What follows belongs to an exercise in optimizing a design on an open flow for small area; a production flow would make more cautious choices. At most, simulation tests tie the RTL to the original design; equivalence was not proved. No functional check of the RTL was part of run 7. Power and IR drop assume default switching activity.

==> design/flow/design.v <==
module tf_crc32_byte (
    input  wire [31:0] crc_in,
    input  wire [7:0]  data,
    output reg  [31:0] crc_out
);
    integer i;
    always @(*) begin
        crc_out = crc_in ^ {24'd0, data};
        for (i = 0; i < 8; i = i + 1) begin
            if (crc_out[0])
                crc_out = (crc_out >> 1) ^ 32'hEDB88320;
            else
                crc_out = crc_out >> 1;
        end
    end
endmodule
module tf_rx (
    input  wire         clk,
    input  wire         rst,         
    input  wire         clear,       
    input  wire         in_valid,    
    input  wire [7:0]   in_data,
    input  wire         tick,        
    output reg          frame_valid,
    output wire [15:0]  frame_id,
    output wire [15:0]  frame_len,
    output wire [7:0]   frame_type,
    output wire [255:0] frame_payload
);
    localparam [3:0] S_SOF  = 4'd0,
                     S_PAY  = 4'd1,
                     S_ID0  = 4'd3,
                     S_ID1  = 4'd4,
                     S_LEN0 = 4'd5,
                     S_LEN1 = 4'd6,
                     S_TYPE = 4'd7,
                     S_HCK0 = 4'd8,     
                     S_HCK3 = 4'd11,
                     S_PCK0 = 4'd12,    
                     S_PCK3 = 4'd15;
    localparam [31:0] CRC_SOF = 32'h5AFA20E4;
    reg [3:0]  st;
    reg [31:0] crc;
    reg        ok;
    reg [4:0]  cur;
    reg [4:0]  idle;
    reg        len_hi;       
    reg [15:0] rx_id;
    reg [5:0]  rx_len;
    reg [7:0]  rx_type;
    reg [7:0]  rx_buf [0:31];
    wire [31:0] crc_next;
    tf_crc32_byte u_crc (.crc_in(crc), .data(in_data), .crc_out(crc_next));
    wire byte_in = in_valid & ~(rst | clear);
    wire ck_st   = st[3];
    reg  [7:0] ck_byte;
    always @(*) begin
        case (st[1:0])
            2'd0: ck_byte = crc[31:24];
            2'd1: ck_byte = crc[23:16];
            2'd2: ck_byte = crc[15:8];
            default: ck_byte = crc[7:0];
        endcase
    end
    wire match = (in_data == ~ck_byte);
    wire [5:0] cur_inc = {1'b0, cur} + 6'd1;
    wire pay_last = (cur_inc == rx_len);
    wire len_bad = len_hi | (in_data > 8'd32);
    always @(posedge clk) begin
        frame_valid <= 1'b0;
        if (rst || clear) begin
            st   <= S_SOF;
            idle <= 5'd0;
        end else if (in_valid) begin
            idle <= 5'd0;
            case (st)
                S_SOF: if (in_data == 8'h01) st <= S_ID0;
                S_ID0, S_ID1, S_LEN0, S_TYPE, S_HCK0, 4'd9, 4'd10,
                S_PCK0, 4'd13, 4'd14:
                    st <= st + 4'd1;
                S_LEN1: st <= len_bad ? S_SOF : S_TYPE;
                S_HCK3: begin
                    if (!(ok && match))
                        st <= S_SOF;
                    else if (rx_len == 6'd0)
                        st <= S_PCK0;
                    else
                        st <= S_PAY;
                end
                S_PAY: if (pay_last) st <= S_PCK0;
                S_PCK3: begin
                    frame_valid <= ok & match;
                    st <= S_SOF;
                end
                default: st <= S_SOF;
            endcase
        end else if (tick && st != S_SOF) begin
            if (idle == 5'd19) begin
                st   <= S_SOF;
                idle <= 5'd0;
            end else begin
                idle <= idle + 5'd1;
            end
        end
    end
    always @(posedge clk) begin
        if (st == S_SOF)
            crc <= CRC_SOF;
        else if (byte_in) begin
            if (st == S_HCK3)
                crc <= 32'hFFFFFFFF;
            else if (!ck_st)
                crc <= crc_next;
        end
        if (byte_in && ck_st)
            ok <= (st[1:0] == 2'd0) ? match : (ok & match);
        if (byte_in && st == S_ID0) rx_id[15:8] <= in_data;
        if (byte_in && st == S_ID1) rx_id[7:0]  <= in_data;
        if (byte_in && st == S_LEN0) len_hi <= (in_data != 8'd0);
        if (byte_in && st == S_LEN1) rx_len <= in_data[5:0];
        if (byte_in && st == S_TYPE) rx_type <= in_data;
        if (byte_in && st == S_HCK3) cur <= 5'd0;
        else if (byte_in && st == S_PAY) cur <= cur_inc[4:0];
        if (byte_in && st == S_PAY) rx_buf[cur] <= in_data;
    end
    assign frame_id   = rx_id;
    assign frame_len  = {10'd0, rx_len};
    assign frame_type = rx_type;
    genvar g;
    generate
        for (g = 0; g < 32; g = g + 1) begin : g_payload
            assign frame_payload[8*g +: 8] = rx_buf[g];
        end
    endgenerate
endmodule
module tf_tx (
    input  wire         clk,
    input  wire         rst,           
    input  wire         role,          
    input  wire         send,
    input  wire         is_response,
    input  wire [15:0]  id_in,
    input  wire [15:0]  len_in,
    input  wire [7:0]   type_in,
    input  wire [255:0] payload_in,
    output wire         ready,
    output reg          ack,
    output reg          status,        
    output reg  [15:0]  frame_id_out,
    output reg          out_valid,
    output wire [7:0]   out_data
);
    localparam [1:0] P_HEAD = 2'd0,    
                     P_HCK  = 2'd1,    
                     P_PAY  = 2'd2,    
                     P_PCK  = 2'd3;    
    reg         peer;
    reg  [14:0] next_id;
    reg  [5:0]  tx_len;        
    reg  [7:0]  tx_type;
    reg  [255:0] ring;
    reg  [1:0]  phase;
    reg  [2:0]  idx;
    reg  [31:0] crc;
    wire [15:0] new_id = is_response ? id_in : {peer, next_id};
    wire accept = send & ~out_valid & ~rst;
    wire too_large = (len_in > 16'd32);
    assign ready = ~out_valid;
    reg [7:0] cur_byte;
    always @(*) begin
        case (phase)
            P_HEAD: begin
                case (idx)
                    3'd0: cur_byte = 8'h01;
                    3'd1: cur_byte = frame_id_out[15:8];
                    3'd2: cur_byte = frame_id_out[7:0];
                    3'd3: cur_byte = 8'h00;
                    3'd4: cur_byte = {2'b00, tx_len};
                    default: cur_byte = tx_type;
                endcase
            end
            P_PAY: cur_byte = ring[22*8 +: 8];
            default: begin
                case (idx[1:0])
                    2'd0: cur_byte = ~crc[31:24];
                    2'd1: cur_byte = ~crc[23:16];
                    2'd2: cur_byte = ~crc[15:8];
                    default: cur_byte = ~crc[7:0];
                endcase
            end
        endcase
    end
    assign out_data = cur_byte;
    wire [31:0] crc_next;
    tf_crc32_byte u_crc (.crc_in(crc), .data(cur_byte), .crc_out(crc_next));
    always @(posedge clk) begin
        ack <= accept;
        if (rst) begin
            peer      <= role;
            next_id   <= 15'd0;
            out_valid <= 1'b0;
        end else if (out_valid) begin
            if (phase == P_PCK && idx[1:0] == 2'd3)
                out_valid <= 1'b0;
        end else if (send) begin
            if (!is_response)
                next_id <= next_id + 15'd1;
            out_valid <= ~too_large;
        end
    end
    always @(posedge clk) begin
        if (accept) begin
            frame_id_out <= new_id;
            status       <= too_large;
            tx_len       <= len_in[5:0];
            tx_type      <= type_in;
        end
        if (!out_valid)
            ring <= payload_in;
        else
            ring <= {ring[7:0], ring[255:8]};
        if (!out_valid) begin
            phase <= P_HEAD;
            idx   <= 3'd0;
            crc   <= 32'hFFFFFFFF;
        end else begin
            idx <= idx + 3'd1;
            case (phase)
                P_HEAD: begin
                    crc <= crc_next;
                    if (idx == 3'd5) begin
                        idx   <= 3'd0;
                        phase <= P_HCK;
                    end
                end
                P_HCK: begin
                    if (idx[1:0] == 2'd3) begin
                        crc   <= 32'hFFFFFFFF;
                        phase <= (tx_len == 6'd0) ? P_PCK : P_PAY;
                        idx   <= 3'd0;
                    end
                end
                P_PAY: begin
                    crc    <= crc_next;
                    tx_len <= tx_len - 6'd1;
                    idx    <= 3'd0;
                    if (tx_len == 6'd1)
                        phase <= P_PCK;
                end
                default: ;
            endcase
        end
    end
endmodule
module tf_framer (
    input  wire         clk,
    input  wire         rst,             
    input  wire         role,            
    input  wire         clear,           
    input  wire         in_valid,        
    input  wire [7:0]   in_data,
    input  wire         tick,            
    output wire         frame_valid,
    output wire [15:0]  frame_id,
    output wire [15:0]  frame_len,
    output wire [7:0]   frame_type,
    output wire [255:0] frame_payload,
    input  wire         tx_send,         
    input  wire         tx_is_response,
    input  wire [15:0]  tx_id,
    input  wire [15:0]  tx_len,
    input  wire [7:0]   tx_type,
    input  wire [255:0] tx_payload,
    output wire         tx_ready,
    output wire         tx_ack,
    output wire         tx_status,
    output wire [15:0]  tx_frame_id,
    output wire         tx_valid,
    output wire [7:0]   tx_data
);
    tf_rx u_rx (
        .clk(clk), .rst(rst), .clear(clear), .in_valid(in_valid),
        .in_data(in_data), .tick(tick), .frame_valid(frame_valid),
        .frame_id(frame_id), .frame_len(frame_len), .frame_type(frame_type),
        .frame_payload(frame_payload)
    );
    tf_tx u_tx (
        .clk(clk), .rst(rst), .role(role), .send(tx_send),
        .is_response(tx_is_response), .id_in(tx_id), .len_in(tx_len),
        .type_in(tx_type), .payload_in(tx_payload), .ready(tx_ready),
        .ack(tx_ack), .status(tx_status), .frame_id_out(tx_frame_id),
        .out_valid(tx_valid), .out_data(tx_data)
    );
endmodule
==> design/flow/flow/run.sh <==
#!/bin/bash
# Standard ORFS layout, with the port buffers made of the smallest buffer cell.
set -euo pipefail
bash standard.sh BUFFER_PORTS_ARGS="-buffer_cell sky130_fd_sc_hd__buf_1" finish > flow_orfs.log 2>&1
==> design/flow/standard.sh <==
#!/bin/bash
# synth_recipe.tcl (not shown) runs the flow's synth.tcl, then flattens the netlist and writes it again
# the make line also repeats each setting of config.mk as NAME=value (left out here)
make -C /OpenROAD-flow-scripts/flow DESIGN_CONFIG=/design/flow/config.mk WORK_HOME=/design/flow/orfs CLKGATE_MAP_FILE= SYNTH_SCRIPT=/design/flow/synth_recipe.tcl "${@:-finish}"
==> design/flow/config.mk <==
export PLATFORM = sky130hd
export DESIGN_NAME = tf_framer
export DESIGN_NICKNAME = tf_framer
export VERILOG_FILES = /design/flow/design.v
export SDC_FILE = /design/flow/constraint.sdc
export NUM_CORES = 4
export LEC_CHECK = 0
export CAP_MARGIN = 20
export CORE_MARGIN = 2
export CORE_UTILIZATION = 40
export PLACE_DENSITY = 0.6
export SLEW_MARGIN = 20
==> design/flow/constraint.sdc <==
create_clock -name core_clock -period 10.0 [get_ports {clk}]
set_input_delay 2.0000 -clock core_clock [delete_from_list [all_inputs] [get_ports {clk}]]
set_output_delay 2.0000 -clock core_clock [all_outputs]
set_load 0.01 [all_outputs]
==> qor.csv, run 1 <==
stage,metric,value,unit
sta,final setup vio count,0,
pwr,VDD IR max,0.149,mV
clock_tree,CTS tree,done,
sta,WHS,443,ps
logic_synthesis,number of synthesized flops with an enable pin,314,
floorplan,die area,64200,um^2
drt,drt total wl,72200,um
final_layout,share of layout cells above drive strength 1,17.3,%
global_route,largest net degree at the start of global routing,165,
global_route,number of global-route vias before repair,16400,
pwr,Tot Pwr,5.84,mW
floorplan,core region area,61600,um^2
clock_tree,Worst-path clk slew,60,ps
logic_synthesis,Synth cell types,70,
logic_synthesis,sequential element share of the synthesized area,67.1,%
floorplan,width of the die,253,um
global_route,first-pass GRT wire length,103000,um
sta,"Min Clock Period, post-route",5040,ps
placement,I/O Buffers,626,
sta,total negative slack,0,ps
setup_path,critical path's largest stage delay,500,ps
floorplan,num rows,91,
clock_tree,Clock Tree Root,clkbuf_16,
final_layout,"commonest non-fill, non-tap cell in the layout",buf_1,
floorplan,Starting Density,40.4,%
job,maxcap violations,0,
sta,RSZ-0062 raised after global routing,no,
setup_path,Arrival @ worst endpoint,3040,ps
clock_tree,PostCTS Resize Cnt,0,
sta,worst-margin pin slew,1070,ps
sta,Rel. slew slack,28.8,%
logic_synthesis,ys async rst share,0,%
final_layout,final net count,2719,
drt,DR vias,16400,
clock_tree,H-tree depth,3,
clock_tree,Setup Buffers After CTS,0,
setup_path,WS Path Type,reg -> out,
setup_path,crit path cell chain,inv_1 > ha_1 > or3_4 > a21oi_4 > o211ai_1 > and2_1 > a21oi_1 > buf_1,
drt,remaining antenna violation count after routing,0,
pwr,power density cells,192,nW/um^2
drt,First-pass DRT Iterations,6,
setup_path,CP max-delay cell,or3_4,
global_route,gr usage total,21.6,%
placement,Post-DP HPWL,52900,um
clock_tree,TritonCTS Sinks,677,
global_route,initial antenna violation count,13,
drt,1st-iter DRT viols,1004,
logic_synthesis,synth warn,3,
final_layout,"commonest cells after routing, fill and taps aside","buf_1 (618), dfxtp_1 (362), edfxtp_1 (314)",
final_layout,P&R area growth vs syn,22.5,%
sta,fmax,198,MHz
floorplan,# IOs,637,
final_layout,Final Cell Area,30500,um^2
clock_tree,Max Buffers Root-to-Sink,3,
global_route,GRT overflow,0,
hold_path,class of the worst hold path,reg -> reg,
drt,DRC Markers,0,
pwr,Pleak,10.4,nW
floorplan,die height,253,um
drt,Via density,4.99,
logic_synthesis,Synth Flop Type,dfxtp_1,
sta,Clock Skews,28.8,ps
drt,Wirelength per Cell,22.0,um
logic_synthesis,Post-Syn Instances,1738,
logic_synthesis,area of the mapped netlist,24900,um^2
final_layout,post-layout util,49.4,%
clock_tree,CTS buffer count,72,
sta,hold violation count in the final report,0,
sta,"Slew Viols, Final",0,
placement,GP Congestion,0.874,
clock_tree,Post-CTS Hold Fix Bufs,0,
placement,Placed Area,28100,um^2
setup_path,type of origin of the critical path,flip-flop,
logic_synthesis,Yosys reg bits,677,
sta,period utilization,50.4,%
logic_synthesis,synthesized area per cell,14.3,um^2
run_status,status,finished clean,
setup_path,CP max FO,17,
clock_tree,clock insertion delay at the later pin of the skew report,610,ps
setup_path,Crit. End Element,output port,
setup_path,worst path required time,8000,ps
critical path: cells and delay by family, from the launching register on:
family	cells	cell delay, ps
compound gates	3	600
fa+ha+maj	1	450
simple gates	2	710
flops	1	400
buf+inv	2	280
sequential cells by signal, summed over array words and instances, names as in the netlist, 2 cells and up:
| name | cells |
|---|---|
| u_rx.rx_buf | 256 |
| u_tx.ring | 256 |
| u_rx.crc | 32 |
| u_tx.crc | 32 |
| u_rx.rx_id | 16 |
| u_tx.frame_id_out | 16 |
| u_tx.next_id | 15 |
| u_rx.rx_type | 8 |
| u_tx.tx_type | 8 |
| u_rx.rx_len | 6 |
| u_tx.tx_len | 6 |
| u_rx.cur | 5 |
| u_rx.idle | 5 |
| u_rx.st | 4 |
| u_tx.idx | 3 |
| u_tx.phase | 2 |
Yosys cell counts (8+ instances only):
library cell,number,share of area [%]
o21ai_0,42,0.85
nand3_1,18,0.36
xnor2_1,105,3.7
a22oi_1,8,0.24
mux2i_1,9,0.36
nand2b_1,12,0.30
ha_1,23,1.2
inv_1,29,0.44
edfxtp_1,314,38
nor3_1,13,0.26
clkbuf_1,62,0.94
a222oi_1,8,0.32
nor2_1,85,1.3
and3_1,10,0.25
mux2_2,271,12
xor2_1,62,2.2
dfxtp_1,363,29
a21oi_1,41,0.83
o22ai_1,40,1.0
nor2b_1,8,0.20
buf_4,10,0.30
nand2_1,87,1.3
nor4_1,8,0.20
o22a_1,16,0.56
per-layer routing:
metal  routed length [um]  up-vias  global-route usage (%)
met5                  148        -                       0
met4                 1530       22                    5.65
met3                 5430      119                    6.17
met2                37600      693                    39.3
met1                27600     7971                    24.8
li1                     -     7549                       -
per-stage QoR:
| stage | instances | setup WS [ps] |
|---|---|---|
| 2_1_floorplan | 1747 | 6160 |
| 3_3_place_gp | 3147 | 5280 |
| 3_5_place_dp | 3147 | 5220 |
| 4_1_cts | 3276 | 4880 |
| 5_1_grt | 3276 | 4760 |
| 6_report | 3277 | 4960 |
where the power goes:
group          switching (mW)  leakage (nW)  total, mW  internal, mW
clock                    1.10          1.14       2.64          1.54
combinational           0.112          3.39      0.219         0.107
sequential             0.0280          5.87       2.99          2.96
path summary, 6_finish.rpt:
kind | endpoint | slack [ps] | cells after the start | startpoint
worst min register to register | u_tx.ring[249] | 440 | 1 | u_tx.ring[1]
worst min-delay path | u_tx.ring[249] | 440 | 1 | u_tx.ring[1]
worst max-delay path | tx_data[1] | 4960 | 8 | u_tx.idx[0]
worst max register to register | u_tx.crc[19] | 6080 | 10 | u_tx.idx[0]
logic make-up (layout without fill, tap and decap cells):
family / after synthesis / count (layout) / synth area share, %
flip-flops: 677 / 677 / 67.1
buffers and inverters: 108 / 800 / 1.80
multiplexers: 280 / 280 / 12.6
AO/OA/AOI/OAI: 200 / 200 / 5.50
AND/OR/NAND/NOR: 274 / 274 / 5.13
other: 1 / 11 / 0.0151
XOR/XNOR: 175 / 175 / 6.62
adder cells (fa/ha/maj): 23 / 23 / 1.16
area by class of cell:
type	instances	area, um^2
Antenna cell	1	2.50
Clock inverter	35	370
Sequential cell	677	16700
Fill cell	5415	31100
Tap cell	837	1050
Multi-Input combinational cell	962	7760
Inverter	29	109
Clock buffer	94	1980
Timing Repair Buffer	642	2500
==> run 2: changes to the inputs <==
==> design/flow/run.sh (new file) <==
#!/bin/bash
# synth_recipe.tcl (not shown) runs the flow's synth.tcl, then flattens the netlist and writes it again
# the make line also repeats each setting of config.mk as NAME=value (left out here)
make -C /OpenROAD-flow-scripts/flow DESIGN_CONFIG=/design/flow/config.mk WORK_HOME=/design/flow/orfs CLKGATE_MAP_FILE= SYNTH_SCRIPT=/design/flow/synth_recipe.tcl finish
removed: design/flow/flow/run.sh
removed: design/flow/standard.sh
==> run 2 against run 1 <==
Area after synthesis did not move. Hold slack better by 2.6 ps. Power is 4.7% higher. Clock power grew 7%. Critical path depth stayed put. Non-clock buffer count rose by 1. Final cell count rose by 0.31%. Highest routed layer unchanged.
==> qor.csv, run 2 <==
stage,metric,value,unit,change
setup_path,CP max-delay cell,clkdlybuf4s50_1,,
global_route,largest net degree at the start of global routing,163,,-1.2%
pwr,combinational share of power,4.9,%,+1.1 points
global_route,first-pass GRT wire length,109000,um,+5.1%
logic_synthesis,synth warn,3,,unchanged
setup_path,type of origin of the critical path,flip-flop,,
setup_path,worst setup path endpoint,tx_data[1],,
pwr,VDD IR max,0.111,mV,-26%
sta,hold violation count in the final report,0,,unchanged
placement,Post-DP HPWL,56300,um,+6.4%
sta,"Slew Viols, Final",0,,unchanged
final_layout,"commonest non-fill, non-tap cell in the layout",clkdlybuf4s50_1,,
clock_tree,Post-CTS Hold Fix Bufs,0,,unchanged
sta,final setup vio count,0,,unchanged
drt,1st-iter DRT viols,941,,-6.3%
logic_synthesis,area of the mapped netlist,24900,um^2,unchanged
placement,GP Congestion,0.845,,-3.3%
clock_tree,Max Buffers Root-to-Sink,3,,unchanged
setup_path,worst path required time,8000,ps,about the same
floorplan,# IOs,637,,unchanged
logic_synthesis,Synth Flop Type,dfxtp_1,,
final_layout,share of layout cells above drive strength 1,17.7,%,+0.41 points
global_route,number of global-route vias before repair,16400,,-0.38%
pwr,Net Sw Power,1.27,mW,+2.2%
sta,Clock Skews,19.1,ps,-9.75 ps
final_layout,final non-filler cell total,3287,,+0.31%
clock_tree,Clock Tree Root,clkbuf_16,,
clock_tree,Setup Buffers After CTS,0,,unchanged
logic_synthesis,Synth cell types,70,,unchanged
clock_tree,Worst-path clk slew,60,ps,about the same
setup_path,critical path depth in cells,8,,unchanged
sta,"Min Clock Period, post-route",5360,ps,+320 ps
drt,DR vias,16300,,-0.43%
setup_path,crit path cell chain,inv_1 > ha_1 > or3_4 > a21oi_4 > o211ai_1 > and2_1 > a21oi_1 > clkdlybuf4s50_1,,
logic_synthesis,number of synthesized flops with an enable pin,314,,unchanged
sta,fmax,187,MHz,-6.0%
final_layout,largest registers,"u_rx.rx_buf x256, u_tx.ring x256",,
drt,First-pass DRT Iterations,5,,-1
floorplan,num rows,91,,unchanged
sta,worst-margin pin slew,1000,ps,-65.0 ps
floorplan,Starting Density,40.4,%,unchanged
drt,drt total wl,75900,um,+5.0%
pwr,Flop pwr share,48.8,%,-2.3 points
sta,period utilization,53.6,%,+3.2 points
placement,Place WS,4870,ps,-353 ps
logic_synthesis,largest cells by area after synthesis,"edfxtp_1 (38%), dfxtp_1 (29%), mux2_2 (12%)",,
pwr,clock power share,46.3,%,+1.2 points
setup_path,Crit. End Element,output port,,
logic_synthesis,synthesized area per cell,14.3,um^2,unchanged
floorplan,die area,64200,um^2,unchanged
setup_path,WS Path Type,reg -> out,,
clock_tree,TritonCTS Sinks,677,,unchanged
logic_synthesis,Post-Syn Instances,1738,,unchanged
setup_path,FF-to-FF path depth,10,,unchanged
drt,Via density,4.95,,-0.73%
floorplan,width of the die,253,um,unchanged
setup_path,CP Buf/Inv Count,2,,unchanged
run_status,status,finished clean,,
final_layout,final net count,2721,,+0.074%
drt,Wirelength per Cell,23.1,um,+4.7%
sta,total negative slack,0,ps,unchanged
logic_synthesis,ys async rst share,0,%,unchanged
pwr,Tot Pwr,6.12,mW,+4.7%
logic_synthesis,most frequent cell after synthesis,dfxtp_1,,
logic_synthesis,commonest cells in the netlist,"dfxtp_1 (363), edfxtp_1 (314), mux2_2 (271)",,
clock_tree,CTS tree,done,,
final_layout,P&R area growth vs syn,39.0,%,
clock_tree,H-tree depth,3,,unchanged
pwr,Pint,4.85,mW,+5.4%
setup_path,"delay-heaviest family, CP",simple AND/OR/NAND/NOR gates,,
placement,I/O Buffers,626,,unchanged
setup_path,Arrival @ worst endpoint,3360,ps,+320 ps
clock_tree,clock insertion delay at the later pin of the skew report,600,ps,about the same
global_route,gr usage total,23.0,%,+1.4 points
global_route,initial antenna violation count,17,,+4
final_layout,Register Area,16700,um^2,unchanged
sta,final worst slack,4640,ps,-320 ps
logic_synthesis,area share of the largest cell type after synthesis,37.9,%,unchanged
clock_tree,PostCTS Resize Cnt,0,,unchanged
setup_path,CP max FO,17,,unchanged
final_layout,multi-input logic area,7760,um^2,about the same
floorplan,core region area,61600,um^2,unchanged
sta,RSZ-0062 raised after global routing,no,,
placement,cell count after placement,3148,,+0.032%
drt,remaining antenna violation count after routing,0,,unchanged
setup_path,r2r setup slk,6200,ps,+120 ps
pwr,Net Sw Frac,20.7,%,-0.51 points
final_layout,"commonest cells after routing, fill and taps aside","clkdlybuf4s50_1 (622), dfxtp_1 (362), edfxtp_1 (314)",,
setup_path,Crit Reg-Reg Startpoint,u_tx.idx[0],,
hold_path,class of the worst hold path,reg -> reg,,
logic_synthesis,sequential element share of the synthesized area,67.1,%,unchanged
clock_tree,CTS buffer count,73,,+1.4%
sta,Rel. slew slack,33.1,%,+4.3 points
final_layout,filler cell count,5027,,-7.2%
logic_synthesis,post-synthesis cell type with the largest combined area,edfxtp_1,,
setup_path,Critical Path Start,u_tx.idx[0],,
setup_path,RR Endpoint,u_tx.crc[19],,
global_route,GRT overflow,0,,unchanged
pwr,Pleak,12.2,nW,+17%
setup_path,critical path's largest stage delay,560,ps,+60 ps
pwr,power density cells,177,nW/um^2,-7.7%
drt,DRC Markers,0,,unchanged
logic_synthesis,Yosys reg bits,677,,unchanged
floorplan,die height,253,um,unchanged
job,maxcap violations,0,,unchanged
==> run 2: cell counts after synthesis <==
No cell type changed its count.
==> run 2: layer usage <==
layer	part of all wire, %	GRT usage [%]	wire (um)	up-vias
li1	-	-	-	7563
met1	38	26.6	29000	7926
met2	52	41.4	39400	671
met3	8.0	6.89	6100	98
met4	1.5	5.75	1150	26
met5	0.24	0	179	-
==> run 2: area by class of cell <==
type                       instances  share of cell area [%]
sequential                       677                    48.3
timing repair buffer             643                    18.5
tap                              837                    3.03
multi-input combinational        962                    22.4
inverter                          29                   0.315
clock buffer                      91                    5.84
clock inverter                    43                    1.55
antenna                            5                  0.0362
==> run 2: power by group through the flow <==
stage | logic [mW] | registers (mW) | clock network, mW
6_report | 0.299 | 2.99 | 2.83
5_1_grt | 0.323 | 2.99 | 3.01
4_1_cts | 0.303 | 2.99 | 2.89
3_5_place_dp | 0.300 | 3.05 | 0
3_3_place_gp | 0.298 | 3.05 | 0
2_1_floorplan | 0.121 | 3.03 | 0
==> run 2: stage by stage <==
| stage | util (%) | cell area, um^2 | hold WS (ps) |
|---|---|---|---|
| after global placement | 51.9 | 32000 | 436 |
| final | 56.1 | 34600 | 445 |
| after CTS | 56.1 | 34600 | 441 |
| after detailed placement | 51.9 | 32000 | 439 |
| after floorplan | - | 24900 | 433 |
| after global routing | 56.1 | 34600 | 461 |
==> run 2: cells by family after synthesis <==
group / count (synthesis) / synth area share, %
compound gates: 200 / 5.50
xor+xnor: 175 / 6.62
fa+ha+maj: 23 / 1.16
buf+inv: 108 / 1.80
flops: 677 / 67.1
mux: 280 / 12.6
other cells: 1 / 0.0151
simple gates: 274 / 5.13
==> run 2: worst min-delay path by stage <==
| stage | depth (start not counted) | end | startpoint | slack (ps) |
|---|---|---|---|---|
| final | 1 | u_tx.ring[144] | u_tx.ring[152] | 450 |
| after global routing | 1 | u_tx.ring[165] | u_tx.ring[173] | 460 |
| after CTS | 1 | u_tx.ring[154] | u_tx.ring[162] | 440 |
| after detailed placement | 1 | u_tx.ring[63] | u_tx.ring[71] | 440 |
| after global placement | 1 | u_tx.ring[116] | u_tx.ring[124] | 440 |
| after floorplan | 1 | u_tx.ring[0] | u_tx.ring[8] | 430 |
==> run 3: changes to the inputs <==
--- a/design/flow/design.v
+++ b/design/flow/design.v
@@ -164,2 +164,3 @@
     reg  [31:0] crc;
+    reg         idle_r;        
     wire [15:0] new_id = is_response ? id_in : {peer, next_id};
@@ -167,3 +168,3 @@
     wire too_large = (len_in > 16'd32);
-    assign ready = ~out_valid;
+    assign ready = idle_r;
     reg [7:0] cur_byte;
@@ -201,5 +202,8 @@
             out_valid <= 1'b0;
+            idle_r    <= 1'b1;
         end else if (out_valid) begin
-            if (phase == P_PCK && idx[1:0] == 2'd3)
+            if (phase == P_PCK && idx[1:0] == 2'd3) begin
                 out_valid <= 1'b0;
+                idle_r    <= 1'b1;
+            end
         end else if (send) begin
@@ -208,2 +212,3 @@
             out_valid <= ~too_large;
+            idle_r    <= too_large;
         end
@@ -217,6 +222,4 @@
         end
-        if (!out_valid)
-            ring <= payload_in;
-        else
-            ring <= {ring[7:0], ring[255:8]};
+        ring <= ({ring[7:0], ring[255:8]} & {256{out_valid}})
+              | (payload_in & {256{idle_r}});
         if (!out_valid) begin
==> design/flow/flow/run.sh (new file) <==
#!/bin/bash
# Standard ORFS layout, with the port buffers made of the smallest buffer
# cell and a clock tree of small buffers without dummy loads.
set -euo pipefail
bash standard.sh \
  BUFFER_PORTS_ARGS="-buffer_cell sky130_fd_sc_hd__buf_1" \
  CTS_ARGS="-sink_clustering_enable -repair_clock_nets -dont_use_dummy_load -buf_list sky130_fd_sc_hd__clkbuf_8" \
  finish > flow_orfs.log 2>&1
==> design/flow/standard.sh (new file) <==
#!/bin/bash
# synth_recipe.tcl (not shown) runs the flow's synth.tcl, then flattens the netlist and writes it again
# the make line also repeats each setting of config.mk as NAME=value (left out here)
make -C /OpenROAD-flow-scripts/flow DESIGN_CONFIG=/design/flow/config.mk WORK_HOME=/design/flow/orfs CLKGATE_MAP_FILE= SYNTH_SCRIPT=/design/flow/synth_recipe.tcl "${@:-finish}"
--- a/design/flow/config.mk
+++ b/design/flow/config.mk
@@ -7,2 +7,3 @@
 export LEC_CHECK = 0
+export ABC_AREA = 1
 export CAP_MARGIN = 20
removed: design/flow/run.sh
==> run 3 against run 2 <==
Still clean. Synthesized cell count rose by 28%. First-iteration DRC count increased by 65%. Non-clock buffer count is 3 higher. Power decreased by 14%. Sequential power rose by 1%. Maximum frequency is 4.1% higher. Combinational power up 14%. Via count increased by 20%. Wire length is 6.5% higher. Largest cell class unchanged. Highest routed layer unchanged.
==> qor.csv, run 3 <==
stage,metric,value,unit,change
run_status,status,finished clean,,
drt,Wirelength per Cell,21.7,um,-6.1%
logic_synthesis,Yosys reg bits,678,,+0.15%
placement,GP Congestion,0.924,,+9.4%
logic_synthesis,synth warn,3,,unchanged
clock_tree,clock insertion delay at the later pin of the skew report,720,ps,+120 ps
logic_synthesis,commonest cells in the netlist,"dfxtp_1 (364), nand2_1 (318), edfxtp_1 (314)",,
drt,drt total wl,80800,um,+6.5%
logic_synthesis,Synth cell types,60,,-14%
final_layout,largest registers,"u_rx.rx_buf x256, u_tx.ring x256",,
logic_synthesis,post-synthesis cell type with the largest combined area,edfxtp_1,,
global_route,GRT overflow,0,,unchanged
floorplan,num rows,92,,+1.1%
sta,hold violation count in the final report,0,,unchanged
global_route,initial antenna violation count,11,,-6
job,maxcap violations,0,,unchanged
drt,DRC Markers,0,,unchanged
setup_path,Arrival @ worst endpoint,3150,ps,-210 ps
logic_synthesis,sequential element share of the synthesized area,65.2,%,-2.0 points
setup_path,CP max FO,22,,+5
clock_tree,CTS tree,done,,
floorplan,Starting Density,40.6,%,+0.23 points
logic_synthesis,synthesized area per cell,11.5,um^2,-19%
placement,Placed Area,28800,um^2,-10%
setup_path,Crit. End Element,output port,,
clock_tree,Clock Tree Root,clkbuf_8,,
global_route,number of global-route vias before repair,19100,,+17%
sta,worst-margin pin slew,1080,ps,+73.8 ps
final_layout,P&R area growth vs syn,18.1,%,
floorplan,# IOs,637,,unchanged
final_layout,final net count,3217,,+18%
clock_tree,TritonCTS Sinks,678,,+0.15%
final_layout,"commonest cells after routing, fill and taps aside","buf_1 (618), dfxtp_1 (362), nand2_1 (318)",,
sta,Rel. slew slack,27.9,%,-5.2 points
logic_synthesis,number of synthesized flops with an enable pin,314,,unchanged
clock_tree,PostCTS Resize Cnt,0,,unchanged
setup_path,worst path required time,8000,ps,about the same
floorplan,die height,257,um,+1.5%
setup_path,WS Path Type,reg -> out,,
floorplan,width of the die,257,um,+1.5%
floorplan,core region area,63200,um^2,+2.6%
logic_synthesis,Synth Flop Type,dfxtp_1,,
clock_tree,CTS buffer count,109,,+49%
global_route,largest net degree at the start of global routing,105,,-36%
sta,total negative slack,0,ps,unchanged
drt,remaining antenna violation count after routing,0,,unchanged
setup_path,type of origin of the critical path,flip-flop,,
hold_path,class of the worst hold path,reg -> reg,,
sta,period utilization,51.5,%,-2.1 points
clock_tree,Worst-path clk slew,60,ps,about the same
drt,Via density,5.22,,+5.4%
sta,final setup vio count,0,,unchanged
clock_tree,Setup Buffers After CTS,0,,unchanged
drt,First-pass DRT Iterations,5,,unchanged
clock_tree,Post-CTS Hold Fix Bufs,0,,unchanged
clock_tree,H-tree depth,3,,unchanged
final_layout,Final Cell Area,30300,um^2,-12%
drt,DR vias,19500,,+20%
logic_synthesis,most frequent cell after synthesis,dfxtp_1,,
placement,Post-DP HPWL,58400,um,+3.8%
final_layout,"commonest non-fill, non-tap cell in the layout",buf_1,,
placement,I/O Buffers,626,,unchanged
sta,"Slew Viols, Final",0,,unchanged
clock_tree,Max Buffers Root-to-Sink,3,,unchanged
global_route,first-pass GRT wire length,119000,um,+9.5%
sta,fmax,194,MHz,+4.1%
global_route,gr usage total,23.7,%,+0.67 points
pwr,VDD IR max,0.106,mV,-4.7%
sta,"Min Clock Period, post-route",5150,ps,-209 ps
final_layout,share of layout cells above drive strength 1,8.30,%,-9.4 points
logic_synthesis,Post-Syn Instances,2224,,+28%
drt,1st-iter DRT viols,1548,,+65%
logic_synthesis,largest cells by area after synthesis,"edfxtp_1 (37%), dfxtp_1 (28%), a22o_1 (8.7%)",,
pwr,Pleak,11.6,nW,-5.2%
logic_synthesis,area share of the largest cell type after synthesis,36.8,%,-1.2 points
floorplan,die area,66200,um^2,+3.1%
pwr,power density cells,174,nW/um^2,-1.5%
sta,Clock Skews,91.0,ps,+72.0 ps
sta,RSZ-0062 raised after global routing,no,,
logic_synthesis,ys async rst share,0,%,unchanged
logic_synthesis,area of the mapped netlist,25700,um^2,+3.2%
-- run 3: cell types whose count changed in the layout (fill, tap and decap cells not counted), moves of 33 or more --
cell | previous run | this run
a21oi_1 | 41 | 82
a22o_1 | 1 | 256
buf_1 | 0 | 618
clkbuf_16 | 76 | 0
clkbuf_8 | 6 | 109
clkdlybuf4s50_1 | 622 | 0
inv_1 | 29 | 158
mux2_2 | 271 | 0
nand2_1 | 86 | 318
nand2_2 | 1 | 34
nand3_1 | 18 | 91
o21ai_0 | 42 | 94
xnor2_1 | 105 | 21
-- run 3: kinds of logic after synthesis --
group / after synthesis / share of synthesized area (%)
other: 1 / 0.0146
flip-flops: 678 / 65.2
XOR/XNOR: 93 / 3.51
buffers and inverters: 280 / 4.46
AO/OA/AOI/OAI: 509 / 14.5
adder cells (fa/ha/maj): 23 / 1.12
AND/OR/NAND/NOR: 640 / 11.3
-- run 3: cell type report --
type / instances / area (um^2)
Antenna cell: 2 / 5.00
Clock buffer: 109 / 1500
Fill cell: 5900 / 32900
Inverter: 172 / 653
Multi-Input combinational cell: 1275 / 7850
Sequential cell: 678 / 16700
Tap cell: 846 / 1060
Timing Repair Buffer: 646 / 2510
-- run 3: layer usage --
layer  routed length [um]  vias to the layer above  part of all wire, %  GRT usage (%)
met5                  100                        -                 0.12              0
met4                 2290                       16                  2.8           8.38
met3                 6790                      128                  8.4           6.24
met2                40400                      891                   50           41.1
met1                31300                     9358                   39           28.2
li1                     -                     9079                    -              -
-- run 3: path summary, 6_finish.rpt --
| path | startpoint | endpoint | slack, ps | depth (start not counted) |
|---|---|---|---|---|
| min reg2reg | u_tx.ring[220] | u_tx.ring[212] | 400 | 1 |
| min | u_tx.ring[220] | u_tx.ring[212] | 400 | 1 |
| max | u_tx.phase[0] | tx_data[2] | 4850 | 8 |
| max reg2reg | u_rx.st[0] | u_rx.st[1] | 6070 | 13 |
-- run 3: through the flow --
step                total power [mW]  setup slack, ps  std cells  utilization, %  hold slack, ps
global route                    5.50             4580       3727            47.9             419
CTS                             5.35             4800       3726            47.9             393
finish                          5.28             4850       3728            47.9             404
detailed placement              3.42             4360       3617            45.5             425
floorplan                       3.27             5770       2233               -             420
global placement                3.42             4510       3617            45.5             424
-- run 3: where the power goes --
group	leakage [nW]	internal, mW	switching, mW	total, mW
clock network	0.784	0.953	0.962	1.92
logic	4.89	0.140	0.201	0.341
registers	5.88	2.98	0.0487	3.03
total	11.6	4.07	1.21	5.28
-- run 3: worst max-delay path, cell delays in order (launching register included) --
cell and delay (ps):
dfxtp_1 390, inv_1 100, ha_1 400, nor2_2 800
o21ai_0 230, nor2_1 180, a21oi_2 60, nand2_1 140
buf_1 180
==> run 4: changes to the inputs <==
==> design/flow/flow/run.sh (replaced) <==
#!/bin/bash
# Standard ORFS layout, with the port buffers made of the smallest buffer
# cell and a clock tree of small buffers without dummy loads.
set -euo pipefail
bash standard.sh \
  BUFFER_PORTS_ARGS="-buffer_cell sky130_fd_sc_hd__buf_1" \
  CTS_ARGS="-sink_clustering_enable -repair_clock_nets -dont_use_dummy_load -buf_list sky130_fd_sc_hd__clkbuf_4" \
  finish > flow_orfs.log 2>&1
==> run 4 against run 3 <==
Critical path depth did not move. First-iteration DRC count fell by 7.2%. Clock skew rose by 49 ps. Non-clock buffer count did not move. Maximum frequency fell by 4.4%. Synthesized cell count did not move. Utilization fell by 0.33 points. Area after synthesis did not move. Sequential share of layout area rose by 0.38 points. Wire length fell by 0.13%. Clock-buffer cell count rose by 63.
==> qor.csv, run 4 <==
stage,metric,value,unit,change
setup_path,Critical Path Start,u_tx.phase[1],,
final_layout,"commonest non-fill, non-tap cell in the layout",buf_1,,
placement,GP Congestion,0.924,,unchanged
setup_path,CP max-delay cell,nor2_2,,
logic_synthesis,Post-Syn Instances,2224,,unchanged
hold_path,Hold Startpoint,u_tx.ring[92],,
pwr,Pleak,11.6,nW,about the same
setup_path,CP max FO,22,,unchanged
clock_tree,CTS tree,done,,
floorplan,# IOs,637,,unchanged
global_route,initial antenna violation count,11,,unchanged
run_status,status,finished clean,,
drt,DR vias,19700,,+1.2%
sta,fmax,186,MHz,-4.4%
setup_path,Crit. End Element,output port,,
sta,Rel. slew slack,28.6,%,+0.73 points
final_layout,"commonest cells after routing, fill and taps aside","buf_1 (618), dfxtp_1 (362), nand2_1 (318)",,
logic_synthesis,largest cells by area after synthesis,"edfxtp_1 (37%), dfxtp_1 (28%), a22o_1 (8.7%)",,
logic_synthesis,sequential element share of the synthesized area,65.2,%,unchanged
logic_synthesis,Synth Flop Type,dfxtp_1,,
job,maxcap violations,0,,unchanged
final_layout,Final Cell Area,30100,um^2,-0.69%
logic_synthesis,number of synthesized flops with an enable pin,314,,unchanged
sta,final setup vio count,0,,unchanged
pwr,Net Sw Power,1.21,mW,-0.12%
sta,period utilization,53.8,%,+2.3 points
pwr,combinational share of power,6.7,%,+0.2 points
logic_synthesis,synth warn,3,,unchanged
setup_path,FF-to-FF path depth,13,,unchanged
global_route,largest net degree at the start of global routing,105,,unchanged
logic_synthesis,ys async rst share,0,%,unchanged
final_layout,P&R area growth vs syn,17.3,%,
hold_path,worst hold stages,1,,unchanged
placement,Placed Area,28800,um^2,unchanged
clock_tree,Setup Buffers After CTS,0,,unchanged
logic_synthesis,commonest cells in the netlist,"dfxtp_1 (364), nand2_1 (318), edfxtp_1 (314)",,
final_layout,share of layout cells above drive strength 1,10.3,%,+2.0 points
drt,drt total wl,80700,um,-0.13%
placement,Place WS,4360,ps,unchanged
setup_path,Crit Reg-Reg Startpoint,u_rx.st[0],,
floorplan,core region area,63200,um^2,unchanged
pwr,Flop pwr share,59.3,%,+2.0 points
logic_synthesis,Synth cell types,60,,unchanged
global_route,gr usage total,23.9,%,+0.24 points
pwr,clock power share,34.1,%,-2.2 points
logic_synthesis,Yosys reg bits,678,,unchanged
drt,Wirelength per Cell,21.3,um,-1.8%
setup_path,critical path's largest stage delay,780,ps,-20 ps
clock_tree,PostCTS Resize Cnt,0,,unchanged
pwr,Net Sw Frac,23.7,%,+0.78 points
clock_tree,Post-CTS Hold Fix Bufs,0,,unchanged
clock_tree,TritonCTS Sinks,678,,unchanged
logic_synthesis,area share of the largest cell type after synthesis,36.8,%,unchanged
sta,hold violation count in the final report,0,,unchanged
global_route,number of global-route vias before repair,19500,,+2.0%
sta,Clock Skews,140,ps,+48.8 ps
setup_path,crit path cell chain,inv_1 > ha_1 > nor2_2 > o21ai_0 > nor2_1 > a21oi_2 > nand2_2 > buf_1,,
sta,final worst slack,4620,ps,-234 ps
logic_synthesis,synthesized area per cell,11.5,um^2,unchanged
sta,"Slew Viols, Final",0,,unchanged
drt,1st-iter DRT viols,1437,,-7.2%
floorplan,die height,257,um,unchanged
pwr,Tot Pwr,5.10,mW,-3.4%
drt,remaining antenna violation count after routing,0,,unchanged
floorplan,num rows,92,,unchanged
sta,RSZ-0062 raised after global routing,no,,
drt,DRC Markers,0,,unchanged
final_layout,post-layout util,47.6,%,-0.33 points
drt,First-pass DRT Iterations,6,,+1
placement,I/O Buffers,626,,unchanged
hold_path,class of the worst hold path,reg -> reg,,
clock_tree,H-tree depth,4,,+1
pwr,Pint,3.89,mW,-4.4%
clock_tree,clock insertion delay at the later pin of the skew report,1010,ps,+290 ps
placement,Post-DP HPWL,58400,um,unchanged
global_route,GRT overflow,0,,unchanged
sta,"Min Clock Period, post-route",5380,ps,+234 ps
setup_path,type of origin of the critical path,flip-flop,,
floorplan,Starting Density,40.6,%,unchanged
setup_path,Arrival @ worst endpoint,3380,ps,+230 ps
sta,total negative slack,0,ps,unchanged
pwr,VDD IR max,0.0898,mV,-15%
logic_synthesis,area of the mapped netlist,25700,um^2,unchanged
clock_tree,Max Buffers Root-to-Sink,3,,unchanged
logic_synthesis,most frequent cell after synthesis,dfxtp_1,,
floorplan,die area,66200,um^2,unchanged
sta,worst-margin pin slew,1070,ps,-10.9 ps
setup_path,worst path required time,8000,ps,about the same
final_layout,largest registers,"u_rx.rx_buf x256, u_tx.ring x256",,
clock_tree,Worst-path clk slew,60,ps,about the same
clock_tree,Clock Tree Root,clkbuf_4,,
drt,Via density,5.20,,-0.45%
floorplan,width of the die,257,um,unchanged
global_route,first-pass GRT wire length,119000,um,+0.30%
logic_synthesis,post-synthesis cell type with the largest combined area,edfxtp_1,,
setup_path,WS Path Type,reg -> out,,
clock_tree,CTS buffer count,172,,+58%
final_layout,final net count,3280,,+2.0%
pwr,power density cells,170,nW/um^2,-2.7%
-- run 4: logic make-up (layout without fill, tap and decap cells) --
| group | after synthesis | count (layout) | synth area share (%) |
|---|---|---|---|
| adders and majority gates | 23 | 23 | 1.12 |
| other | 1 | 12 | 0.0146 |
| xor gates and xnor gates | 93 | 93 | 3.51 |
| buffers and inverters | 280 | 990 | 4.46 |
| AOI/OAI and AO/OA | 509 | 509 | 14.5 |
| DFF | 678 | 678 | 65.2 |
| and+or+nand+nor | 640 | 640 | 11.3 |
-- run 4: final cells by class --
| cell class | count | area, um^2 |
|---|---|---|
| inverter | 172 | 653 |
| clock buffer | 172 | 1290 |
| multi-input combinational | 1275 | 7850 |
| sequential | 678 | 16700 |
| tap | 846 | 1060 |
| antenna | 2 | 5.00 |
| fill | 5981 | 33100 |
| timing repair buffer | 646 | 2510 |
-- run 4: stage by stage --
stage | hold WS [ps] | cells
after CTS | 376 | 3789
after global placement | 424 | 3617
after floorplan | 420 | 2233
final | 364 | 3791
after detailed placement | 425 | 3617
after global routing | 404 | 3790
-- run 4: power by group through the flow --
stage | combinational [mW] | sequential [mW] | clock, mW
finish | 0.340 | 3.02 | 1.74
detailed placement | 0.343 | 3.08 | 0
global route | 0.378 | 3.03 | 1.94
floorplan | 0.207 | 3.06 | 0
CTS | 0.344 | 3.02 | 1.81
global placement | 0.338 | 3.08 | 0
-- run 4: per-layer routing --
layer	global-route usage, %	vias to the layer above	routed length, um
met2	41.2	913	40200
met5	0	-	100
met3	7.84	142	7040
met1	27.6	9378	31100
li1	-	9263	-
met4	8.96	16	2290
-- run 4: critical path: cells and delay by family, from the launching register on --
kind,cells,cell delay (ps)
flip-flops,1,420
AND/OR/NAND/NOR,3,1100
AO/OA/AOI/OAI,2,290
adder cells (fa/ha/maj),1,350
buffers and inverters,2,260
-- run 4: path summary, 6_finish.rpt --
path | end | slack (ps)
min reg2reg | u_tx.ring[84] | 360
min | u_tx.ring[84] | 360
max reg2reg | u_rx.st[1] | 6080
max | tx_data[4] | 4620
==> run 5: changes to the inputs <==
==> design/flow/flow/run.sh (replaced) <==
#!/bin/bash
# Standard ORFS layout, with the port buffers made of the smallest buffer
# cell and a clock tree of small buffers without dummy loads.
set -euo pipefail
bash standard.sh \
  BUFFER_PORTS_ARGS="-buffer_cell sky130_fd_sc_hd__buf_1" \
  CTS_ARGS="-sink_clustering_enable -repair_clock_nets -dont_use_dummy_load -buf_list sky130_fd_sc_hd__clkbuf_8 -sink_clustering_size 16 -sink_clustering_max_diameter 50" \
  finish > flow_orfs.log 2>&1
--- a/design/flow/config.mk
+++ b/design/flow/config.mk
@@ -7,7 +7,6 @@
 export LEC_CHECK = 0
-export ABC_AREA = 1
 export CAP_MARGIN = 20
 export CORE_MARGIN = 2
-export CORE_UTILIZATION = 40
-export PLACE_DENSITY = 0.6
+export CORE_UTILIZATION = 60
+export PLACE_DENSITY = 0.75
 export SLEW_MARGIN = 20
==> run 5 against run 4 <==
Flip-flop and latch count unchanged. Still clean. Area after synthesis decreased by 3.4%. Final cell count decreased by 22%. Sequential share of layout area rose by 3.5 points. Hold slack better by 86 ps. Utilization increased by 22 points. Clock power shrank 26%. Critical path type unchanged. Global-route usage rose by 7.0 points. Register-to-register slack better by 150 ps. Synthesized cell count down 19%. Largest cell class unchanged. Combinational power down 36%. Via count down 12%.
==> qor.csv, run 5 <==
stage,metric,value,unit,change
run_status,status,finished clean,,
clock_tree,Worst-path clk slew,100,ps,+40 ps
setup_path,Crit. End Element,output port,,
sta,"Min Clock Period, post-route",5120,ps,-269 ps
final_layout,final non-filler cell total,2943,,-22%
clock_tree,Setup Buffers After CTS,0,,unchanged
setup_path,critical path's largest stage delay,670,ps,-110 ps
final_layout,final net count,2743,,-16%
sta,total negative slack,0,ps,unchanged
logic_synthesis,sequential element share of the synthesized area,67.4,%,+2.3 points
global_route,gr usage total,30.9,%,+7.0 points
placement,Post-DP HPWL,49900,um,-15%
global_route,number of global-route vias before repair,16700,,-14%
final_layout,P&R area growth vs syn,14.1,%,
sta,period utilization,51.2,%,-2.7 points
clock_tree,Post-CTS Hold Fix Bufs,0,,unchanged
clock_tree,Max Buffers Root-to-Sink,3,,unchanged
global_route,GRT overflow,0,,unchanged
logic_synthesis,Post-Syn Instances,1811,,-19%
logic_synthesis,synth warn,3,,unchanged
clock_tree,clock insertion delay at the later pin of the skew report,680,ps,-330 ps
setup_path,type of origin of the critical path,flip-flop,,
setup_path,CP max FO,18,,-18%
placement,I/O Buffers,626,,unchanged
drt,Wirelength per Cell,23.4,um,+9.8%
setup_path,"delay-heaviest family, CP",simple AND/OR/NAND/NOR gates,,
setup_path,worst path required time,8000,ps,about the same
setup_path,critical path depth in cells,8,,unchanged
final_layout,share of layout cells above drive strength 1,5.20,%,-5.1 points
setup_path,CP Buf/Inv Count,2,,unchanged
setup_path,WS Path Type,reg -> out,,
sta,Rel. slew slack,29.6,%,+0.94 points
pwr,VDD IR max,0.120,mV,+33%
drt,Via density,5.88,,+13%
floorplan,core region area,40800,um^2,-35%
clock_tree,H-tree depth,2,,-2
hold_path,class of the worst hold path,reg -> reg,,
final_layout,post-layout util,69.3,%,+22 points
clock_tree,TritonCTS Sinks,678,,unchanged
floorplan,die height,207,um,-19%
global_route,first-pass GRT wire length,102000,um,-15%
setup_path,crit path cell chain,inv_1 > ha_1 > or4_4 > nand2_4 > o211ai_1 > and2_1 > a21oi_1 > buf_1,,
setup_path,FF-to-FF path depth,10,,-3
final_layout,"commonest cells after routing, fill and taps aside","buf_1 (618), dfxtp_1 (362), edfxtp_1 (314)",,
placement,GP Congestion,0.943,,+2.1%
drt,First-pass DRT Iterations,8,,+2
sta,Clock Skews,72.2,ps,-67.6 ps
global_route,largest net degree at the start of global routing,106,,+0.95%
final_layout,filler cell count,2986,,-50%
drt,1st-iter DRT viols,1630,,+13%
floorplan,die area,43000,um^2,-35%
logic_synthesis,ys async rst share,0,%,unchanged
floorplan,# IOs,637,,unchanged
setup_path,CP max-delay cell,or4_4,,
job,maxcap violations,0,,unchanged
pwr,Pleak,10.6,nW,-8.3%
logic_synthesis,area of the mapped netlist,24800,um^2,-3.4%
final_layout,largest registers,"u_rx.rx_buf x256, u_tx.ring x256",,
logic_synthesis,commonest cells in the netlist,"dfxtp_1 (364), edfxtp_1 (314), a22o_1 (259)",,
floorplan,num rows,74,,-20%
logic_synthesis,number of synthesized flops with an enable pin,314,,unchanged
hold_path,worst hold stages,1,,unchanged
drt,DRC Markers,0,,unchanged
sta,final setup vio count,0,,unchanged
logic_synthesis,Synth cell types,79,,+32%
drt,DR vias,17300,,-12%
logic_synthesis,post-synthesis cell type with the largest combined area,edfxtp_1,,
sta,"Slew Viols, Final",0,,unchanged
clock_tree,Clock Tree Root,clkbuf_8,,
floorplan,width of the die,207,um,-19%
pwr,power density cells,159,nW/um^2,-6.4%
logic_synthesis,Synth Flop Type,dfxtp_1,,
drt,remaining antenna violation count after routing,0,,unchanged
pwr,Tot Pwr,4.49,mW,-12%
sta,fmax,195,MHz,+5.3%
sta,RSZ-0062 raised after global routing,no,,
logic_synthesis,most frequent cell after synthesis,dfxtp_1,,
sta,WHS,450,ps,+86.3 ps
final_layout,"commonest non-fill, non-tap cell in the layout",buf_1,,
logic_synthesis,largest cells by area after synthesis,"edfxtp_1 (38%), dfxtp_1 (29%), a22o_1 (9.2%)",,
global_route,initial antenna violation count,8,,-3
logic_synthesis,Yosys reg bits,678,,unchanged
floorplan,Starting Density,60.7,%,+20 points
clock_tree,CTS buffer count,53,,-69%
placement,cell count after placement,2884,,-20%
sta,worst-margin pin slew,1050,ps,-14.0 ps
clock_tree,PostCTS Resize Cnt,0,,unchanged
clock_tree,CTS tree,done,,
logic_synthesis,synthesized area per cell,13.7,um^2,+19%
setup_path,Arrival @ worst endpoint,3120,ps,-260 ps
drt,drt total wl,68800,um,-15%
logic_synthesis,area share of the largest cell type after synthesis,38.0,%,+1.3 points
sta,hold violation count in the final report,0,,unchanged
-- run 5: cell types whose count changed in the layout (fill, tap and decap cells not counted), moves of 19 or more --
cell      previous run  this run
inv_1              158        37
clkbuf_8             0        53
clkbuf_4           172         0
xnor2_1             21        81
nor2b_1              0        19
nand2_2             34         0
a21oi_1             82        61
nand2_1            318        89
o21ai_0             94        37
nor2_1             113        94
nand3_1             91        17
-- run 5: worst paths after layout --
check | startpoint | end | slack (ps)
setup / recovery | u_tx.idx[0] | tx_data[1] | 4880
hold / removal | u_tx.ring[112] | u_tx.ring[104] | 450
setup reg to reg | u_tx.phase[0] | u_tx.crc[4] | 6230
hold reg to reg | u_tx.ring[112] | u_tx.ring[104] | 450
-- run 5: report_power, final --
| group | internal [mW] | switching, mW |
|---|---|---|
| sequential | 2.96 | 0.0307 |
| combinational | 0.102 | 0.115 |
| clock | 0.473 | 0.809 |
-- run 5: layer usage --
metal	wire (um)	GRT usage, %	up-vias
met5	22	0	-
li1	-	-	7838
met1	27000	40.6	8438
met2	34000	51.5	872
met4	2240	11.1	4
met3	5590	6.20	146
-- run 5: kinds of logic after synthesis --
family | after synthesis | share of synthesized area [%]
buffers and inverters | 153 | 2.58
adders and majority gates | 23 | 1.16
AOI/OAI and AO/OA | 464 | 14.7
xor gates and xnor gates | 159 | 7.06
muxes | 27 | 1.17
and+or+nand+nor | 306 | 5.91
other | 1 | 0.0151
DFF | 678 | 67.4
-- run 5: final cells by class --
| class | count | area [um^2] | area share [%] |
|---|---|---|---|
| inverter | 38 | 143 | 0.504 |
| clock buffer | 53 | 729 | 2.58 |
| multi-input combinational | 989 | 7470 | 26.4 |
| antenna | 5 | 12.5 | 0.0442 |
| timing repair buffer | 648 | 2540 | 9.00 |
| tap | 532 | 666 | 2.35 |
| sequential | 678 | 16700 | 59.1 |
-- run 5: metrics by stage --
step	instance area (um^2)	setup slack (ps)
5_1_grt	28300	4750
4_1_cts	28200	4910
2_1_floorplan	24800	6080
3_5_place_dp	27500	5370
3_3_place_gp	27500	5500
6_report	28300	4880
==> run 6: changes to the inputs <==
==> design/flow/flow/run.sh (replaced) <==
#!/bin/bash
# Standard ORFS layout, with the port buffers made of the smallest buffer
# cell and a clock tree of small buffers without dummy loads.
set -euo pipefail
bash standard.sh \
  BUFFER_PORTS_ARGS="-buffer_cell sky130_fd_sc_hd__buf_1" \
  CTS_ARGS="-sink_clustering_enable -repair_clock_nets -dont_use_dummy_load -buf_list sky130_fd_sc_hd__clkbuf_4 -sink_clustering_size 10 -sink_clustering_max_diameter 40" \
  finish > flow_orfs.log 2>&1
==> run 6 against run 5 <==
Final cell count grew 1.1%. Hold slack worse by 5.0 ps. Clock-buffer cell count increased by 32. Via count is 0.63% higher. Clock skew increased by 5.4 ps. Combinational power barely moved. Wire length up 0.76%. Sequential power about the same.
==> qor.csv, run 6 <==
stage,metric,value,unit,change
run_status,status,finished clean,,
setup_path,Arrival @ worst endpoint,3260,ps,+140 ps
sta,Rel. slew slack,30.5,%,+0.97 points
floorplan,die area,43000,um^2,unchanged
pwr,power density cells,157,nW/um^2,-1.3%
hold_path,class of the worst hold path,reg -> reg,,
placement,I/O Buffers,626,,unchanged
logic_synthesis,Synth Flop Type,dfxtp_1,,
clock_tree,Setup Buffers After CTS,0,,unchanged
floorplan,width of the die,207,um,unchanged
final_layout,largest registers,"u_rx.rx_buf x256, u_tx.ring x256",,
final_layout,final net count,2775,,+1.2%
sta,Clock Skews,77.6,ps,+5.36 ps
global_route,first-pass GRT wire length,102000,um,+0.30%
drt,Via density,5.85,,-0.45%
clock_tree,clock insertion delay at the later pin of the skew report,830,ps,+150 ps
logic_synthesis,largest cells by area after synthesis,"edfxtp_1 (38%), dfxtp_1 (29%), a22o_1 (9.2%)",,
sta,fmax,190,MHz,-2.8%
pwr,Pleak,10.6,nW,about the same
clock_tree,Max Buffers Root-to-Sink,3,,unchanged
sta,RSZ-0062 raised after global routing,no,,
placement,Post-DP HPWL,49900,um,unchanged
logic_synthesis,ys async rst share,0,%,unchanged
logic_synthesis,area of the mapped netlist,24800,um^2,unchanged
clock_tree,CTS buffer count,85,,+60%
logic_synthesis,commonest cells in the netlist,"dfxtp_1 (364), edfxtp_1 (314), a22o_1 (259)",,
final_layout,"commonest non-fill, non-tap cell in the layout",buf_1,,
logic_synthesis,post-synthesis cell type with the largest combined area,edfxtp_1,,
setup_path,WS Path Type,reg -> out,,
logic_synthesis,sequential element share of the synthesized area,67.4,%,unchanged
clock_tree,PostCTS Resize Cnt,0,,unchanged
sta,total negative slack,0,ps,unchanged
clock_tree,H-tree depth,3,,+1
global_route,gr usage total,31.2,%,+0.22 points
sta,"Min Clock Period, post-route",5260,ps,+149 ps
global_route,initial antenna violation count,6,,-2
clock_tree,CTS tree,done,,
clock_tree,TritonCTS Sinks,678,,unchanged
sta,hold violation count in the final report,0,,unchanged
setup_path,Crit. End Element,output port,,
drt,DRC Markers,0,,unchanged
logic_synthesis,most frequent cell after synthesis,dfxtp_1,,
setup_path,CP max FO,18,,unchanged
global_route,GRT overflow,0,,unchanged
logic_synthesis,Yosys reg bits,678,,unchanged
drt,DR vias,17400,,+0.63%
floorplan,num rows,74,,unchanged
floorplan,Starting Density,60.7,%,unchanged
sta,worst-margin pin slew,1040,ps,-13.1 ps
logic_synthesis,Synth cell types,79,,unchanged
logic_synthesis,synth warn,3,,unchanged
drt,Wirelength per Cell,23.3,um,-0.32%
setup_path,FF-to-FF path depth,10,,unchanged
setup_path,worst path required time,8000,ps,about the same
sta,"Slew Viols, Final",0,,unchanged
setup_path,Crit Reg-Reg Startpoint,u_tx.idx[0],,
logic_synthesis,number of synthesized flops with an enable pin,314,,unchanged
floorplan,core region area,40800,um^2,unchanged
drt,remaining antenna violation count after routing,0,,unchanged
final_layout,share of layout cells above drive strength 1,6.44,%,+1.2 points
placement,GP Congestion,0.943,,unchanged
drt,First-pass DRT Iterations,7,,-1
sta,final worst slack,4740,ps,-149 ps
drt,1st-iter DRT viols,1673,,+2.6%
floorplan,die height,207,um,unchanged
global_route,largest net degree at the start of global routing,106,,unchanged
sta,period utilization,52.6,%,+1.5 points
setup_path,r2r setup slk,6230,ps,about the same
clock_tree,Post-CTS Hold Fix Bufs,0,,unchanged
job,maxcap violations,0,,unchanged
setup_path,RR Endpoint,u_tx.crc[29],,
global_route,number of global-route vias before repair,17000,,+1.2%
drt,drt total wl,69400,um,+0.76%
final_layout,"commonest cells after routing, fill and taps aside","buf_1 (618), dfxtp_1 (362), edfxtp_1 (314)",,
logic_synthesis,synthesized area per cell,13.7,um^2,unchanged
logic_synthesis,Post-Syn Instances,1811,,unchanged
setup_path,Critical Path Start,u_tx.idx[0],,
placement,Place WS,5370,ps,unchanged
clock_tree,Clock Tree Root,clkbuf_4,,
sta,final setup vio count,0,,unchanged
setup_path,worst setup path endpoint,tx_data[1],,
clock_tree,Worst-path clk slew,100,ps,about the same
final_layout,P&R area growth vs syn,13.8,%,
floorplan,# IOs,637,,unchanged
setup_path,type of origin of the critical path,flip-flop,,
logic_synthesis,area share of the largest cell type after synthesis,38.0,%,unchanged
pwr,VDD IR max,0.116,mV,-3.0%
run 6: cell types whose count changed in the layout (fill, tap and decap cells not counted), sizes merged:
cell | before | now
clkbuf | 61 | 93
run 6: logic make-up after synthesis:
family,count (synthesis),synth area share [%]
flops,678,67.4
mux,27,1.17
other cells,1,0.0151
simple gates,306,5.91
fa+ha+maj,23,1.16
compound gates,464,14.7
buf+inv,153,2.58
xor+xnor,159,7.06
run 6: through the flow:
step / power (mW) / area [um^2] / hold WS (ps) / utilization [%] / std cells
floorplan: 3.16 / 24800 / 433 / - / 1820
global placement: 3.26 / 27500 / 435 / 67.4 / 2884
detailed placement: 3.27 / 27500 / 440 / 67.4 / 2884
CTS: 4.44 / 28200 / 442 / 69.0 / 2969
global route: 4.58 / 28200 / 445 / 69.1 / 2975
finish: 4.42 / 28200 / 445 / 69.1 / 2975
run 6: how the worst min path moves through the flow:
stage	start	to	cells after the start
2_1_floorplan	u_tx.ring[8]	u_tx.ring[0]	1
3_3_place_gp	u_tx.ring[4]	u_tx.ring[252]	1
3_5_place_dp	u_tx.ring[118]	u_tx.ring[110]	1
4_1_cts	u_tx.ring[246]	u_tx.ring[238]	1
5_1_grt	u_tx.ring[231]	u_tx.ring[223]	1
6_report	u_tx.ring[231]	u_tx.ring[223]	1
run 6: area by class of cell:
| cell class | count | area (um^2) |
|---|---|---|
| Timing Repair Buffer | 648 | 2540 |
| Multi-Input combinational cell | 989 | 7470 |
| Antenna cell | 5 | 12.5 |
| Fill cell | 3018 | 12600 |
| Sequential cell | 678 | 16700 |
| Inverter | 38 | 143 |
| Clock buffer | 85 | 638 |
| Tap cell | 532 | 666 |
run 6: critical path, cell delays in order, from the launching register on:
cell      delay (ps)
dfxtp_1          410
inv_1             90
ha_1             470
or4_4            670
nand2_4          110
o211ai_1         140
and2_1           230
a21oi_1          120
buf_1            230
run 6: metal layers:
metal	routed length [um]	vias to the layer above	global-route usage [%]
met5	0	-	0
met4	2150	0	11.8
met3	5880	129	6.88
met2	34200	855	51.6
met1	27100	8493	40.4
li1	-	7930	-
run 6: power by group:
part / leakage [nW] / switching (mW) / internal (mW)
logic: 4.36 / 0.115 / 0.102
registers: 5.87 / 0.0308 / 2.96
clock network: 0.391 / 0.819 / 0.391
==> run 7: changes to the inputs <==
--- a/design/flow/design.v
+++ b/design/flow/design.v
@@ -123,4 +123,13 @@
         else if (byte_in && st == S_PAY) cur <= cur_inc[4:0];
-        if (byte_in && st == S_PAY) rx_buf[cur] <= in_data;
     end
+    wire at_pay = (st == S_PAY);
+    genvar e;
+    generate
+        for (e = 0; e < 32; e = e + 1) begin : g_buf
+            wire sel  = at_pay & (cur == e);
+            wire keep = ~(sel & in_valid);
+            always @(posedge clk)
+                rx_buf[e] <= (in_data & {8{sel}}) | (rx_buf[e] & {8{keep}});
+        end
+    endgenerate
     assign frame_id   = rx_id;
@@ -216,8 +225,7 @@
     always @(posedge clk) begin
-        if (accept) begin
-            frame_id_out <= new_id;
-            status       <= too_large;
-            tx_len       <= len_in[5:0];
-            tx_type      <= type_in;
-        end
+        frame_id_out <= (new_id & {16{idle_r}}) | (frame_id_out & {16{out_valid}});
+        status       <= (too_large & idle_r) | (status & out_valid);
+        tx_type      <= (type_in & {8{idle_r}}) | (tx_type & {8{out_valid}});
+        if (idle_r)
+            tx_len <= len_in[5:0];
         ring <= ({ring[7:0], ring[255:8]} & {256{out_valid}})
==> run 7 against run 6 <==
Area after synthesis fell by 0.87%. Hold slack lost 59 ps. Via count grew 16%. Still clean on timing, DRC and antenna.
==> qor.csv, run 7 <==
stage,metric,value,unit,change
clock_tree,Setup Buffers After CTS,0,,unchanged
sta,"Min Clock Period, post-route",5290,ps,+23.6 ps
sta,Rel. slew slack,20.7,%,-9.9 points
clock_tree,PostCTS Resize Cnt,0,,unchanged
setup_path,FF-to-FF path depth,11,,+1
setup_path,WS Path Type,reg -> out,,
global_route,largest net degree at the start of global routing,261,,+150%
drt,remaining antenna violation count after routing,0,,unchanged
final_layout,P&R area growth vs syn,13.5,%,
placement,GP Congestion,0.964,,+2.2%
pwr,power density cells,155,nW/um^2,-0.91%
final_layout,share of layout cells above drive strength 1,6.17,%,-0.27 points
sta,worst-margin pin slew,1190,ps,+150 ps
clock_tree,H-tree depth,3,,unchanged
floorplan,die height,206,um,-0.43%
logic_synthesis,post-synthesis cell type with the largest combined area,dfxtp_1,,
drt,First-pass DRT Iterations,7,,unchanged
clock_tree,Clock Tree Root,clkbuf_4,,
drt,DR vias,20200,,+16%
drt,Via density,6.10,,+4.3%
run_status,status,finished clean,,
job,maxcap violations,0,,unchanged
final_layout,largest registers,"u_rx.rx_buf x256, u_tx.ring x256",,
setup_path,RR Endpoint,u_tx.crc[25],,
clock_tree,Post-CTS Hold Fix Bufs,0,,unchanged
hold_path,worst hold stages,1,,unchanged
clock_tree,Max Buffers Root-to-Sink,3,,unchanged
clock_tree,TritonCTS Sinks,678,,unchanged
final_layout,post-layout util,68.6,%,-0.46 points
hold_path,Hold Startpoint,u_tx.ring[240],,
logic_synthesis,largest cells by area after synthesis,"dfxtp_1 (53%), a22o_1 (19%), edfxtp_1 (4.0%)",,
logic_synthesis,ys async rst share,0,%,unchanged
sta,total negative slack,0,ps,unchanged
global_route,initial antenna violation count,21,,+15
sta,period utilization,52.9,%,+0.24 points
logic_synthesis,synth warn,4,,+1
global_route,first-pass GRT wire length,114000,um,+12%
logic_synthesis,mux cell area share after synthesis,1.11,%,-0.061 points
logic_synthesis,Synth cell types,74,,-6.3%
sta,RSZ-0062 raised after global routing,no,,
logic_synthesis,Synth Flop Type,dfxtp_1,,
setup_path,Crit Reg-Reg Startpoint,u_tx.idx[0],,
clock_tree,Worst-path clk slew,100,ps,about the same
floorplan,num rows,74,,unchanged
setup_path,Arrival @ worst endpoint,3290,ps,+30 ps
floorplan,core region area,40600,um^2,-0.45%
pwr,Tot Pwr,4.33,mW,-2.0%
logic_synthesis,Post-Syn Instances,2169,,+20%
logic_synthesis,Synth Area in Adders,1.27,%,+0.11 points
==> run 7: cell count changes after synthesis, sizes merged, moves of 6 or more <==
cell and change:
dfxtp +281, edfxtp -281, a22o +276, nand2 +43, clkbuf +40, xnor2 +28, xnor3 -13, inv -10
o21ai +8, o22a +7, nor2b -6, o211ai -6
==> run 7: report_power, final <==
part	switching, mW	leakage, nW	total, mW	internal (mW)
Clock	0.862	0.414	1.27	0.412
Sequential	0.0341	5.61	2.82	2.78
Combinational	0.123	5.20	0.234	0.111
==> run 7: kinds of logic after synthesis <==
group,after synthesis
compound gates,738
buf+inv,184
mux,25
other cells,1
simple gates,346
fa+ha+maj,25
flops,678
xor+xnor,172
==> run 7: worst max-delay path by stage <==
| stage | to | slack (ps) | cells past startpoint |
|---|---|---|---|
| global route | tx_data[7] | 4530 | 8 |
| floorplan | u_rx.crc[20] | 5950 | 9 |
| detailed placement | u_rx.crc[20] | 5110 | 10 |
| finish | tx_data[6] | 4710 | 8 |
| CTS | tx_data[6] | 4690 | 8 |
| global placement | u_rx.crc[23] | 5100 | 10 |
==> run 7: area by class of cell <==
class | count | area [um^2] | share of cell area (%)
multi-input combinational | 1316 | 9950 | 35.7
timing repair buffer | 643 | 2510 | 9.02
antenna | 22 | 55.1 | 0.197
clock buffer | 90 | 676 | 2.42
sequential | 678 | 13900 | 49.9
tap | 532 | 666 | 2.39
inverter | 29 | 109 | 0.390
==> run 7: worst max-delay path, cell delays in order (launching register included) <==
cell and delay [ps]:
dfxtp_1 420, inv_1 90, ha_1 390, or4_1 750
a21boi_4 220, a21oi_1 120, and3_4 220, inv_1 50
buf_1 210
==> run 7: metrics by stage <==
| step | setup slack, ps | hold WS [ps] | instance area [um^2] |
|---|---|---|---|
| 2_1_floorplan | 5950 | 416 | 24600 |
| 3_3_place_gp | 5100 | 418 | 27100 |
| 3_5_place_dp | 5110 | 434 | 27100 |
| 4_1_cts | 4690 | 397 | 27800 |
| 5_1_grt | 4530 | 428 | 27900 |
| 6_report | 4710 | 386 | 27900 |
==> run 7: per-layer routing <==
layer / GRT usage [%] / up-vias / wire length (um)
met5: 0 / - / 0
met4: 17.8 / 0 / 3580
met3: 10.4 / 195 / 6880
met2: 55.8 / 977 / 37700
met1: 45.0 / 9859 / 31400
li1: - / 9163 / -

Re-timed with assumed drivers on the ports (clkbuf_16 on the clock, buf_2 on other inputs), run 7 has 4.659 ns of setup slack against 4.712 ns with ideal ports, and 5.025 ns once port delays also move by the mid clock arrival of 0.857 ns.
